Context: an optimization exercise on an open-source flow, tuned for small area. The choices shown serve that exercise and are no tape-out recipe.
Only simulation tests tie the RTL to the original design; equivalence was not proved.
No activity file was given, so power comes from the tool's default toggle rates.

run 1:
Design ptc_rx, start of the top module:
module ptc_rx (
    input  wire        clk,
    input  wire        rst,
    input  wire [4:0]  edge_stb,
    input  wire [31:0] ts,
    input  wire        ms_tick,
    input  wire        cmd_stb,
    input  wire [7:0]  cmd,
    input  wire [31:0] arg_a,
    output reg         res_stb,
    output reg         res,
    output wire [4:0]  msg_stb,
    output wire [31:0] msg_aur,
    output wire [31:0] msg_wt4,
    output wire [29:0] msg_liv,
    output wire [23:0] msg_kop,
    output wire [35:0] msg_quh
);
==> flow/config.mk <==
export PLATFORM = sky130hd
export DESIGN_NAME = ptc_rx
export DESIGN_NICKNAME = ptc_rx
export VERILOG_FILES = /design/flow/design.v
export SDC_FILE = /design/flow/constraint.sdc
export NUM_CORES = 4
export LEC_CHECK = 0
export CAP_MARGIN = 0
export CORE_MARGIN = 2
export CORE_UTILIZATION = 45
export CTS_CLUSTER_DIAMETER = 90
export CTS_CLUSTER_SIZE = 25
export PLACE_DENSITY = 0.6
export SLEW_MARGIN = 0
export SYNTH_HIERARCHICAL = 1
==> flow/constraint.sdc <==
create_clock -name core_clock -period 12.0 [get_ports {clk}]
set_input_delay 2.4000 -clock core_clock [delete_from_list [all_inputs] [get_ports {clk}]]
set_output_delay 2.4000 -clock core_clock [all_outputs]
set_load 0.01 [all_outputs]
standard.sh (not shown) runs the stock make flow with config.mk's settings and CLKGATE_MAP_FILE= SYNTH_SCRIPT=/design/flow/synth_recipe.tcl, a recipe that flattens the netlist after the stock synthesis.
==> flow/flow/run.sh <==
#!/bin/bash
# The standard layout (standard.sh, which logs each step under orfs/logs),
# with three changes: the smallest buffer on each port instead of the default
# port buffer; the synthesis buffers removed at floorplan so that
# repair_design buffers only what the placed design needs; and no dummy loads
# in the clock tree.
set -euo pipefail
export BUFFER_PORTS_ARGS="-buffer_cell sky130_fd_sc_hd__buf_1"
export REMOVE_ABC_BUFFERS=1
export CTS_ARGS="-sink_clustering_enable -repair_clock_nets -sink_clustering_size 25 -sink_clustering_max_diameter 90 -dont_use_dummy_load"
bash standard.sh > flow_make.log 2>&1
Relative to run 1, the following input files were edited for run 2:
Settings: swapping 0 for 20 in SLEW_MARGIN; swapping 0 for 20 in CAP_MARGIN.
### Flow results
Maximum vdd drop of run 2 falls short of that of run 1 by more than 10%. On total wire length after detailed routing, run 2 and run 1 are neck and neck. Via count of the first global-routing pass (run 2 over run 1): decrease, about 0.4%. Fraction of power spent switching nets of run 2 is on par with run 1. When run 2 is measured against run 1, its design area turns out 0.38% higher. Part of the cycle the worst path needs across run 2 and run 1: no real change. Looking at combinational logic power, run 2 sits about 0.8% above run 1. Half-perimeter wire length of the detailed placement result: run 1 vs run 2 — no meaningful difference.
--- input diff run 2..run 3 ---
Settings: SLEW_MARGIN changed from 20 to 10; CAP_MARGIN changed from 20 to 10.
Findings:
Run 3: all stages complete, timing, DRC and antenna checks passed. Run 2 completed; timing, DRC and antenna clean. On global routing met2 resource utilization, run 2 and run 3 are basically level. On total wire length, run 2 and run 3 are basically level. Any difference in final area between run 3 and run 2 is small enough to ignore. In terms of total internal power, run 2 and run 3 differ only marginally.
Changes in run 4 relative to run 3:
Settings: changing CTS_CLUSTER_SIZE from 25 to 15; changing CTS_CLUSTER_DIAMETER from 90 to 60; changing SLEW_MARGIN from 10 to 20; changing CAP_MARGIN from 10 to 20.
diff --git a/flow/flow/run.sh b/flow/flow/run.sh
--- a/flow/flow/run.sh
+++ b/flow/flow/run.sh
@@ -5,3 +5,3 @@
 # repair_design buffers only what the placed design needs; and no dummy loads
-# in the clock tree.
+# in the clock tree, whose leaf buffers are clkbuf_8.
 set -euo pipefail
@@ -9,3 +9,3 @@
 export REMOVE_ABC_BUFFERS=1
-export CTS_ARGS="-sink_clustering_enable -repair_clock_nets -sink_clustering_size 25 -sink_clustering_max_diameter 90 -dont_use_dummy_load"
+export CTS_ARGS="-sink_clustering_enable -repair_clock_nets -sink_clustering_size 15 -sink_clustering_max_diameter 60 -sink_clustering_buffer sky130_fd_sc_hd__clkbuf_8 -dont_use_dummy_load"
 bash standard.sh > flow_make.log 2>&1
Results
Overall routed net length delta (run 4 − run 3): unfavourable
Looking only at sequential cell fraction of total power, and setting everything else aside, the lower value of run 4 and run 3 goes to run 4.
Going from run 3 to run 4, core occupancy in the finished layout +0.17 points; power +0.014 mW; detailed-route via count +192.

---

ptc_rx again, from the RTL that the note above started with.
export LEC_CHECK = 0
export CAP_MARGIN = 10
export CORE_MARGIN = 2
export CORE_UTILIZATION = 45
export CTS_CLUSTER_DIAMETER = 85
export CTS_CLUSTER_SIZE = 28
export PLACE_DENSITY = 0.6
export SLEW_MARGIN = 10
export SYNTH_HIERARCHICAL = 1
create_clock -name core_clock -period 12.0 [get_ports {clk}]
==> flow/flow/run.sh <==
#!/bin/bash
# The standard layout (standard.sh, which logs each step under orfs/logs),
# with three changes: the smallest buffer on each port instead of the default
# port buffer; the synthesis buffers removed at floorplan so that
# repair_design buffers only what the placed design needs; and no dummy loads
# in the clock tree.
set -euo pipefail
export BUFFER_PORTS_ARGS="-buffer_cell sky130_fd_sc_hd__buf_1"
export REMOVE_ABC_BUFFERS=1
export CTS_ARGS="-sink_clustering_enable -repair_clock_nets -sink_clustering_size 28 -sink_clustering_max_diameter 85 -dont_use_dummy_load"
bash standard.sh > flow_make.log 2>&1
Rerun with:
--- a/flow/flow/run.sh
+++ b/flow/flow/run.sh
@@ -6 +6,2 @@
-# in the clock tree.
+# in the clock tree; and, after global routing, non-critical gates downsized
+# (repair_timing -recover_power).
@@ -10 +11,2 @@
-export CTS_ARGS="-sink_clustering_enable -repair_clock_nets -sink_clustering_size 28 -sink_clustering_max_diameter 85 -dont_use_dummy_load"
+export RECOVER_POWER=100
+export CTS_ARGS="-sink_clustering_enable -repair_clock_nets -sink_clustering_size 25 -sink_clustering_max_diameter 90 -dont_use_dummy_load"
Settings changed: CAP_MARGIN 10 to 20, CTS_CLUSTER_DIAMETER 85 to 90, CTS_CLUSTER_SIZE 28 to 25, SLEW_MARGIN 10 to 20.
=> With this change the flow completed and failed the layout checks on max-capacitance violations, max-slew violations. Worst hold slack is about the same. First-iteration DRC count increases by 5.4%. Total power decreases by 0.48%. Non-clock buffer count increases by 3. Synthesized cell count is unchanged. Area after synthesis is unchanged. Count of clock-buffer cells in the layout decreases by 1. Via count increases by 0.33%. Sequential power is about the same.

## port drivers added, routing unchanged
Ports are ideal in the flow. The routed layouts listed here were re-timed in OpenROAD. Step 1 sets driving cells, clkbuf_16 on the clock port and buf_2 on the other inputs (assumed; they add their load-dependent delay and slew). Step 2 moves the port delays by t, midway between the first and last clock arrival at a register: inputs arrive t later, outputs are due t later. That takes back most of the time a late clock gives input paths. a / b / c = ideal ports / drivers / drivers and shift; a / b = the first two.
| run | t (ns) | setup slack, ns | worst hold slack (ns) | worst setup path at the end |
|---|---|---|---|---|
| run 1 | 0.650 | 0.503 / 0.458 / -0.192 | 0.457 / 0.457 / 0.457 | input to register |
| run 2 | 0.642 | 0.501 / 0.461 / -0.181 | 0.460 / 0.460 / 0.460 | input to register |
| run 3 | 0.651 | 0.518 / 0.472 / -0.178 | 0.459 / 0.459 / 0.459 | input to register |
| run 4 | 0.638 | 0.509 / 0.472 / -0.166 | 0.465 / 0.465 / 0.465 | input to register |
| the first run of note 2 | 0.653 | 0.518 / 0.480 / -0.174 | 0.468 / 0.468 / 0.468 | input to register |
| the second run of note 2 | 0.642 | 0.438 / 0.374 / -0.268 | 0.465 / 0.465 / 0.465 | input to register |
The setup slack of the second run of note 2, which loses most, moves by -0.064 ns with the drivers and by -0.706 ns with both steps.
